Context: an optimization exercise on an open-source flow, tuned for small area. The choices shown serve that exercise and are no tape-out recipe.
Function was checked by simulation only, so behaviour that the tests miss may differ from the original.
No driver is modelled on the clock port, so clock power and skew are understated where the tree is cut down; a real chip needs a root buffer or a tree.

==> run P: inputs <==
==> flow/design.v (excerpt) <==
module rmap (
    input             clk,
    input             rst,
    input             cmd_valid,
    output            cmd_ready,
    input      [31:0] cmd_word,
    input      [31:0] cmd_data,
    output            rsp_valid,
    input             rsp_ready,
    output     [3:0]  rsp_status,
    output     [31:0] rsp_rdata,
    output     [1:0]  rsp_ebank,
    output     [6:0]  rsp_eaddr,
    output     [7:0]  rsp_esel,
    output     [31:0] rsp_estatus,
    output            bus_req_valid,
    input             bus_req_ready,
    output            bus_req_write,
    output     [6:0]  bus_req_addr,
    output     [7:0]  bus_req_sel,
    output     [15:0] bus_req_wdata,
    input             bus_rsp_valid,
    input      [15:0] bus_rsp_rdata,
    input      [31:0] bus_rsp_status
);
    function [15:0] nswap(input [15:0] w);
        nswap = {w[11:8], w[15:12], w[3:0], w[7:4]};
    endfunction
    reg        s_idle, s_req, s_rsp, s_scan;
    wire       s_wt = !(s_idle || s_req || s_rsp || s_scan);   
    reg [3:0]  t;           
    reg        wr;          
    reg        st0;         
    reg        c_raw, c_mask, c_set;
    reg        c_b;         
    reg [7:0]  c_sel;       
    wire       c_mux = c_sel[7] && !c_raw;
    wire       c_v   = c_sel[6];
    wire [1:0] c_f   = c_sel[5:4];
    reg [31:0] d;
    reg [15:0] w;
    wire [3:0] op   = cmd_word[3:0];
    wire [3:0] feat = cmd_word[7:4];
    wire [1:0] bk   = cmd_word[9:8];
    wire [7:0] idx  = cmd_word[23:16];
    wire op_raw  = (op == 4'h1) || (op == 4'h2);
    wire op_mask = (op == 4'h3) || (op == 4'h4) || (op == 4'h9) || (op == 4'hA);
    wire op_port = (op == 4'h5) || (op == 4'h6) || (op == 4'hB) || (op == 4'hC);
    wire op_set  = (op == 4'h2) || (op == 4'h4) || (op == 4'h6) || (op == 4'hA) || (op == 4'hC);
    wire op_bank = !op[3];
    wire bad_res  = !(op_raw || op_mask || op_port) ||
                    (cmd_word[15:10] != 6'd0) || (cmd_word[31:25] != 7'd0);
    wire bad_sel  = (op_bank && (bk != 2'd1) && (bk != 2'd2)) ||
                    (!op_raw && (feat[3:2] != 2'd0)) ||
                    (op_port && (idx[7:5] != 3'd0)) ||
  ...
Settings: LEC_CHECK=0, CAP_MARGIN=0, CORE_MARGIN=2, CORE_UTILIZATION=25, PLACE_DENSITY=0.9, SLEW_MARGIN=0; clock period 6.0 ns.
standard.sh (not shown) runs the stock make flow with config.mk's settings and CLKGATE_MAP_FILE= SYNTH_SCRIPT=/design/flow/synth_recipe.tcl, a recipe that flattens the netlist after the stock synthesis.
==> flow/flow/run.sh <==
#!/bin/bash
# Standard ORFS layout with changes that only affect cell area:
#  * the combinational logic of the standard synthesis netlist is mapped
#    again for area (flow/reabc.tcl, best of three ABC scripts); registers, their names and cell types
#    are left as the standard synthesis made them;
#  * the smallest buffer on every port;
#  * a one-level clock tree (flow/cts.tcl): CTS_NB clock buffers, each
#    driving the flip-flops of one region, all driven from the clock port;
#  * one tie cell drives all constant outputs.
set -euo pipefail
export BUFFER_PORTS_ARGS="-buffer_cell sky130_fd_sc_hd__buf_1"
R=$PWD/orfs/results/$FLOW_PLATFORM/rmap/base
bash standard.sh "$R/1_2_yosys.v" > standard_synth.log 2>&1
cp "$R/1_2_yosys.v" "$R/1_2_yosys_standard.v"
LIBERTY=$FLOW_HOME/platforms/$FLOW_PLATFORM/lib/sky130_fd_sc_hd__tt_025C_1v80.lib \
NETLIST_IN=$R/1_2_yosys_standard.v NETLIST_OUT=$R/1_2_yosys.v TOP=$FLOW_TOP \
ABC_SCRIPTS="$PWD/flow/area1.abc $PWD/flow/area2.abc $PWD/flow/area3.abc" yosys -c flow/reabc.tcl > reabc.log 2>&1
bash standard.sh place > standard_place.log 2>&1
RES=$R CTS_BUF=sky130_fd_sc_hd__buf_8 CTS_NB=4 MERGE_TIES=1 \
  openroad -no_init -no_splash -exit flow/cts.tcl > cts.log 2>&1
bash standard.sh > standard_make.log 2>&1
==> flow/flow/area1.abc <==
strash
&get -n
&deepsyn -T 20
&dc2
&synch2
&nf -R 1000
&put
==> flow/flow/area2.abc <==
strash
&get -n
&deepsyn -T 20
&dc2
&dch -f
&nf -R 1000
&put
==> flow/flow/area3.abc <==
strash
&get -n
&deepsyn -T 20
&dc2
&synch2
&nf -R 1000
&put
&get -n
&dc2
&synch2
&nf -R 1000
&put
==> flow/flow/cts.tcl <==
# Clock tree: the sinks of clk are split by recursive bisection into
# CTS_NB groups; each group gets one clock buffer, placed at the group's
# centre and driven straight from the clock port.
set plat $::env(FLOW_HOME)/platforms/$::env(FLOW_PLATFORM)
set res $::env(RES)
read_lef $plat/lef/sky130_fd_sc_hd.tlef
read_lef $plat/lef/sky130_fd_sc_hd_merged.lef
read_liberty $plat/lib/sky130_fd_sc_hd__tt_025C_1v80.lib
read_db $res/3_place.odb
read_sdc $res/3_place.sdc
source $plat/setRC.tcl

set block [ord::get_db_block]
set clknet [$block findNet clk]
$clknet setSigType CLOCK
set master [[ord::get_db] findMaster $::env(CTS_BUF)]

proc split_groups {items n} {
  if {$n <= 1 || [llength $items] <= 1} { return [list $items] }
  set xs {}; set ys {}
  foreach s $items { lappend xs [lindex $s 0]; lappend ys [lindex $s 1] }
  set xs [lsort -integer $xs]; set ys [lsort -integer $ys]
  set dx [expr {[lindex $xs end] - [lindex $xs 0]}]
  set dy [expr {[lindex $ys end] - [lindex $ys 0]}]
  set k [expr {$dx >= $dy ? 0 : 1}]
  set items [lsort -integer -index $k $items]
  set h [expr {[llength $items] / 2}]
  set m [expr {$n / 2}]
  return [concat [split_groups [lrange $items 0 [expr {$h - 1}]] $m] \
                 [split_groups [lrange $items $h end] [expr {$n - $m}]]]
}

set sinks {}
foreach it [$clknet getITerms] {
  set loc [[$it getInst] getLocation]
  lappend sinks [list [lindex $loc 0] [lindex $loc 1] $it]
}
set g 0
foreach grp [split_groups $sinks $::env(CTS_NB)] {
  if {![llength $grp]} continue
  set net [odb::dbNet_create $block clknet_$g]
  $net setSigType CLOCK
  set buf [odb::dbInst_create $block $master clkbuf_$g]
  set sx 0; set sy 0
  foreach s $grp {
    set it [lindex $s 2]
    $it disconnect
    $it connect $net
    incr sx [lindex $s 0]; incr sy [lindex $s 1]
  }
  $buf setLocation [expr {$sx / [llength $grp]}] [expr {$sy / [llength $grp]}]
  $buf setPlacementStatus PLACED
  [$buf findITerm A] connect $clknet
  [$buf findITerm X] connect $net
  puts "clock buffer clkbuf_$g drives [llength $grp] sinks"
  incr g
}

# One tie cell for all constant outputs: the standard flow gives each
# constant port its own conb_1; its HI and LO pins can drive them all.
if {$::env(MERGE_TIES)} {
  set keep ""
  foreach inst [$block getInsts] {
    if {[[$inst getMaster] getName] ne "sky130_fd_sc_hd__conb_1"} continue
    if {$keep eq ""} { set keep $inst; continue }
    foreach pin {HI LO} {
      set it [$inst findITerm $pin]
      set net [$it getNet]
      if {$net eq "NULL"} continue
      set knet [[$keep findITerm $pin] getNet]
      if {$knet eq "NULL"} {
        set knet [odb::dbNet_create $block tie_[string tolower $pin]]
        [$keep findITerm $pin] connect $knet
      }
      foreach bt [$net getBTerms] { $bt connect $knet }
      foreach it2 [$net getITerms] { if {[$it2 getInst] ne $inst} { $it2 disconnect; $it2 connect $knet } }
      $it disconnect
      odb::dbNet_destroy $net
    }
    odb::dbInst_destroy $inst
  }
}

detailed_placement
check_placement -verbose
set_propagated_clock [all_clocks]
estimate_parasitics -placement
report_clock_skew
report_checks -path_delay min_max
set worst 0
foreach pin [get_pins -hierarchical */CLK] {
  set s [get_property $pin slew_max_rise]
  if {$s > $worst} { set worst $s }
}
puts "largest clock pin slew (placement estimate): $worst"
write_db $res/4_1_cts.odb
write_db $res/4_cts.odb
write_sdc $res/4_cts.sdc
==> flow/flow/reabc.tcl <==
# Re-map the combinational logic of the standard synthesis netlist for
# area. Register and tie cells are kept as they are (same instances, names
# and cell types); only the gates between them are mapped again. Each ABC
# script in ABC_SCRIPTS is tried and the smallest result is kept.
yosys -import
set lib $::env(LIBERTY)
read_liberty -ignore_miss_func -ignore_miss_dir $lib
read_verilog $::env(NETLIST_IN)
hierarchy -top $::env(TOP)
set keep {}
foreach m [split [string trim [tee -q -s result.string select -list-mod =sky130_fd_sc_hd__df* =sky130_fd_sc_hd__edf* =sky130_fd_sc_hd__conb*]] "\n"] {
  lappend keep $m
}
foreach m $keep { setattr -mod -set keep_hierarchy 1 $m }
flatten
opt_clean -purge
design -save base
set dont {}
foreach p {*probe* *lpflow* *dlygate* *dlymetal* *clkdlybuf* *clkbuf* *clkinv* *einv* *ebuf*} { lappend dont -dont_use $p }
set best -1
foreach script $::env(ABC_SCRIPTS) {
  design -load base
  abc -liberty $lib {*}$dont -script $script
  opt_clean -purge
  set st [tee -q -s result.string stat -liberty $lib]
  set area [lindex [regexp -all -inline {Chip area for (?:top )?module '[^']*': ([0-9.]+)} $st] end]
  puts "reabc: $script gives area $area"
  if {$best < 0 || $area < $best} {
    set best $area
    design -save best
  }
}
design -load best
puts "reabc: kept area $best"
# as the standard synthesis ends: split nets, tie cells, buffers on
# pass-through wires
splitnets
opt_clean -purge
hilomap -singleton -hicell sky130_fd_sc_hd__conb_1 HI -locell sky130_fd_sc_hd__conb_1 LO
insbuf -buf sky130_fd_sc_hd__buf_4 A X
opt_clean -purge
# flattening the cell models leaves names with a '.' in them; hide them
yosys rename -hide w:*.* c:*.*
stat -liberty $lib
select -module $::env(TOP)
write_verilog -noattr -nohex -nodec -selected $::env(NETLIST_OUT)
==> run G: changes against run P <==
--- a/flow/design.v
+++ b/flow/design.v
@@ -25,17 +25,17 @@
 );
     function [15:0] nswap(input [15:0] w);
         nswap = {w[11:8], w[15:12], w[3:0], w[7:4]};
     endfunction
     reg        s_idle, s_req, s_rsp, s_scan;
     wire       s_wt = !(s_idle || s_req || s_rsp || s_scan);   
+    reg [2:0]  j;           
     reg [3:0]  t;           
     reg        wr;          
     reg        st0;         
-    reg        c_raw, c_mask, c_set;
-    reg        c_b;         
+    reg        c_raw, c_mask, c_set, c_b;
     reg [7:0]  c_sel;       
     wire       c_mux = c_sel[7] && !c_raw;
     wire       c_v   = c_sel[6];
     wire [1:0] c_f   = c_sel[5:4];
     reg [31:0] d;
     reg [15:0] w;
@@ -58,18 +58,18 @@
     wire bad      = bad_res || bad_sel || bad_wr;
     wire        pol    = (c_f != 2'd0);
     wire [15:0] lrd    = nswap(bus_rsp_rdata);
     wire        fail   = bus_rsp_status[31];
     wire        rsp_in = s_wt && bus_rsp_valid;
     wire hit_f = (t[1:0] == c_f);
-    wire hit   = hit_f && (c_mask || (t[3:2] == c_sel[3:2]));
+    wire hit   = hit_f && (c_mask || (t[3:2] == j[1:0]));
     wire rv    = (c_mask ? d[0] : c_v) ^ pol;    
     wire gv    = w[0] ^ pol;                     
     wire last_scan = s_scan && (t == 4'd15);
     wire mask_step = s_scan && c_mask && hit_f;    
-    wire last_k    = (c_sel[1:0] == 2'd3) && (c_b || !c_mux);
+    wire last_k    = (c_sel[1:0] == 2'd3) && (j[2] || !c_mux);
     wire step_end  = (rsp_in && !fail && wr && !c_raw) ||
                      (last_scan && !c_raw && !c_set);
     always @(posedge clk) begin
         if (rst) begin
             s_idle <= 1'b1;
             s_req  <= 1'b0;
@@ -135,27 +135,28 @@
         w <= w_nx;
         if (s_idle) begin
             c_raw  <= op_raw || bad;
             c_mask <= op_mask || bad;
             c_set  <= bad ? bad_res : op_set;
             c_b    <= op_bank ? bk[1] : (op_port && idx[4]);
-            c_sel  <= op_raw ? idx : {op[3] && op_mask, cmd_word[24], feat[1:0], idx[1:0],
+            c_sel  <= op_raw ? idx : {op[3] && op_mask, cmd_word[24], feat[1:0], idx[3:2],
                                       op_port ? idx[3:2] : 2'd0};
             wr     <= (op == 4'h2);
+            j      <= {1'b0, idx[1:0]};
             st0    <= bad_res || (!bad_sel && bad_wr);
         end else begin
             if (cap_st)
                 st0 <= 1'b1;
             if (rsp_in && c_set && !c_raw)
                 wr <= !wr;
             if (step_end)
-                {c_b, c_sel[1:0]} <= {c_b, c_sel[1:0]} + 3'd1;
+                {j[2], c_sel[1:0]} <= {j[2], c_sel[1:0]} + 3'd1;
         end
     end
     wire c_bad = c_raw && c_mask;
-    wire bank = c_b;
+    wire bank = c_b || (c_mux && j[2]);
     assign cmd_ready     = s_idle;
     assign rsp_valid     = s_rsp;
     assign rsp_status    = {1'b0, c_bad && c_set, c_bad && !c_set, st0};
     assign rsp_rdata     = d;
     assign rsp_estatus   = d;
     assign rsp_ebank     = {bank, !bank};
==> flow/flow/run.sh (replaced) <==
#!/bin/bash
# Standard ORFS layout with changes that only affect cell area:
#  * the combinational logic of the standard synthesis netlist is mapped
#    again for area (flow/reabc.tcl); registers, their names and cell types
#    are left as the standard synthesis made them;
#  * the smallest buffer on every port;
#  * a one-level clock tree (flow/cts.tcl): CTS_NB clock buffers, each
#    driving the flip-flops of one region, all driven from the clock port.
set -euo pipefail
export BUFFER_PORTS_ARGS="-buffer_cell sky130_fd_sc_hd__buf_1"
R=$PWD/orfs/results/$FLOW_PLATFORM/rmap/base
bash standard.sh "$R/1_2_yosys.v" > standard_synth.log 2>&1
cp "$R/1_2_yosys.v" "$R/1_2_yosys_standard.v"
LIBERTY=$FLOW_HOME/platforms/$FLOW_PLATFORM/lib/sky130_fd_sc_hd__tt_025C_1v80.lib \
NETLIST_IN=$R/1_2_yosys_standard.v NETLIST_OUT=$R/1_2_yosys.v TOP=$FLOW_TOP \
ABC_SCRIPT=$PWD/flow/area.abc yosys -c flow/reabc.tcl > reabc.log 2>&1
bash standard.sh place > standard_place.log 2>&1
RES=$R CTS_BUF=sky130_fd_sc_hd__buf_8 CTS_NB=4 \
  openroad -no_init -no_splash -exit flow/cts.tcl > cts.log 2>&1
bash standard.sh > standard_make.log 2>&1
==> flow/flow/area.abc (new file) <==
strash
&get -n
&deepsyn -T 20
&dc2
&synch2
&nf -R 1000
&put
--- a/flow/flow/cts.tcl
+++ b/flow/flow/cts.tcl
@@ -53,37 +53,12 @@
   [$buf findITerm A] connect $clknet
   [$buf findITerm X] connect $net
   puts "clock buffer clkbuf_$g drives [llength $grp] sinks"
   incr g
 }
 
-# One tie cell for all constant outputs: the standard flow gives each
-# constant port its own conb_1; its HI and LO pins can drive them all.
-if {$::env(MERGE_TIES)} {
-  set keep ""
-  foreach inst [$block getInsts] {
-    if {[[$inst getMaster] getName] ne "sky130_fd_sc_hd__conb_1"} continue
-    if {$keep eq ""} { set keep $inst; continue }
-    foreach pin {HI LO} {
-      set it [$inst findITerm $pin]
-      set net [$it getNet]
-      if {$net eq "NULL"} continue
-      set knet [[$keep findITerm $pin] getNet]
-      if {$knet eq "NULL"} {
-        set knet [odb::dbNet_create $block tie_[string tolower $pin]]
-        [$keep findITerm $pin] connect $knet
-      }
-      foreach bt [$net getBTerms] { $bt connect $knet }
-      foreach it2 [$net getITerms] { if {[$it2 getInst] ne $inst} { $it2 disconnect; $it2 connect $knet } }
-      $it disconnect
-      odb::dbNet_destroy $net
-    }
-    odb::dbInst_destroy $inst
-  }
-}
-
 detailed_placement
 check_placement -verbose
 set_propagated_clock [all_clocks]
 estimate_parasitics -placement
 report_clock_skew
 report_checks -path_delay min_max
==> flow/flow/reabc.tcl (replaced) <==
# Re-map the combinational logic of the standard synthesis netlist for
# area. Register and tie cells are kept as they are (same instances, names
# and cell types); only the gates between them are mapped again.
yosys -import
set lib $::env(LIBERTY)
read_liberty -ignore_miss_func -ignore_miss_dir $lib
read_verilog $::env(NETLIST_IN)
hierarchy -top $::env(TOP)
set keep {}
foreach m [split [string trim [tee -q -s result.string select -list-mod =sky130_fd_sc_hd__df* =sky130_fd_sc_hd__edf* =sky130_fd_sc_hd__conb*]] "\n"] {
  lappend keep $m
}
foreach m $keep { setattr -mod -set keep_hierarchy 1 $m }
flatten
opt_clean -purge
set dont {}
foreach p {*probe* *lpflow* *dlygate* *dlymetal* *clkdlybuf* *clkbuf* *clkinv* *einv* *ebuf*} { lappend dont -dont_use $p }
abc -liberty $lib {*}$dont -script $::env(ABC_SCRIPT)
# as the standard synthesis ends: split nets, tie cells, buffers on
# pass-through wires
splitnets
opt_clean -purge
hilomap -singleton -hicell sky130_fd_sc_hd__conb_1 HI -locell sky130_fd_sc_hd__conb_1 LO
insbuf -buf sky130_fd_sc_hd__buf_4 A X
opt_clean -purge
# flattening the cell models leaves names with a '.' in them; hide them
yosys rename -hide w:*.* c:*.*
stat -liberty $lib
select -module $::env(TOP)
write_verilog -noattr -nohex -nodec -selected $::env(NETLIST_OUT)
CAP_MARGIN = 20   (was 0)
PLACE_DENSITY = 0.75   (was 0.9)
SLEW_MARGIN = 20   (was 0)
removed: flow/flow/area1.abc
removed: flow/flow/area2.abc
removed: flow/flow/area3.abc
==> results.toml <==
[run_status]
status = "finished clean"

[logic_synthesis]
netlist_area_mm2 = 0.00400

[sta]
tightest_slew_ps = 843

[power]
p_int_uw = 818

[route]
route.met2.wl_um = 5440
(the above is from run G)
==> results.toml <==
[finish]
multi_input_area_mm2 = 0.00153

[sta]
tightest_slew_ps = 1110

[critical_path]
cp_common_cell = "nor2_1"

[run_status]
status = "finished clean"

[logic_synthesis]
netlist_area_mm2 = 0.00389
(the above is from run P)
In every run of this note, the design's own scripts or RTL, not TritonCTS, make the clock network.

[separate check: timing with driven ports]
The flow's constraints put no driver on any port. The routed layouts listed below were extracted and timed again, unchanged, in two steps.
Step 1: set_driving_cell puts a clkbuf_16 on clk and a buf_2 on each other input, an assumption about the parent block.
Step 2 moves the port delays by t, midway between the first and last clock arrival at a register: inputs arrive t later, outputs are due t later. That takes back most of the time a late clock gives input paths.
Slacks: ideal / step 1 / step 2; pairs: ideal / step 1.
run | shift t [ns] | slack for setup (ns) | latest minus earliest clock arrival (ns) | worst register clock-pin slew, ns | pins driven straight from the clock port
run P | 0.209 | 2.058 / 2.090 / 1.880 | 0.011 / 0.011 | 0.11 / 0.11 | 4
run G | 0.212 | 2.703 / 2.756 / 2.543 | 0.008 / 0.009 | 0.11 / 0.11 | 4
After both steps every run listed still meets setup and hold. For run P, which loses most, drivers alone change the setup slack by +0.032 ns; drivers and shift together by -0.178 ns.
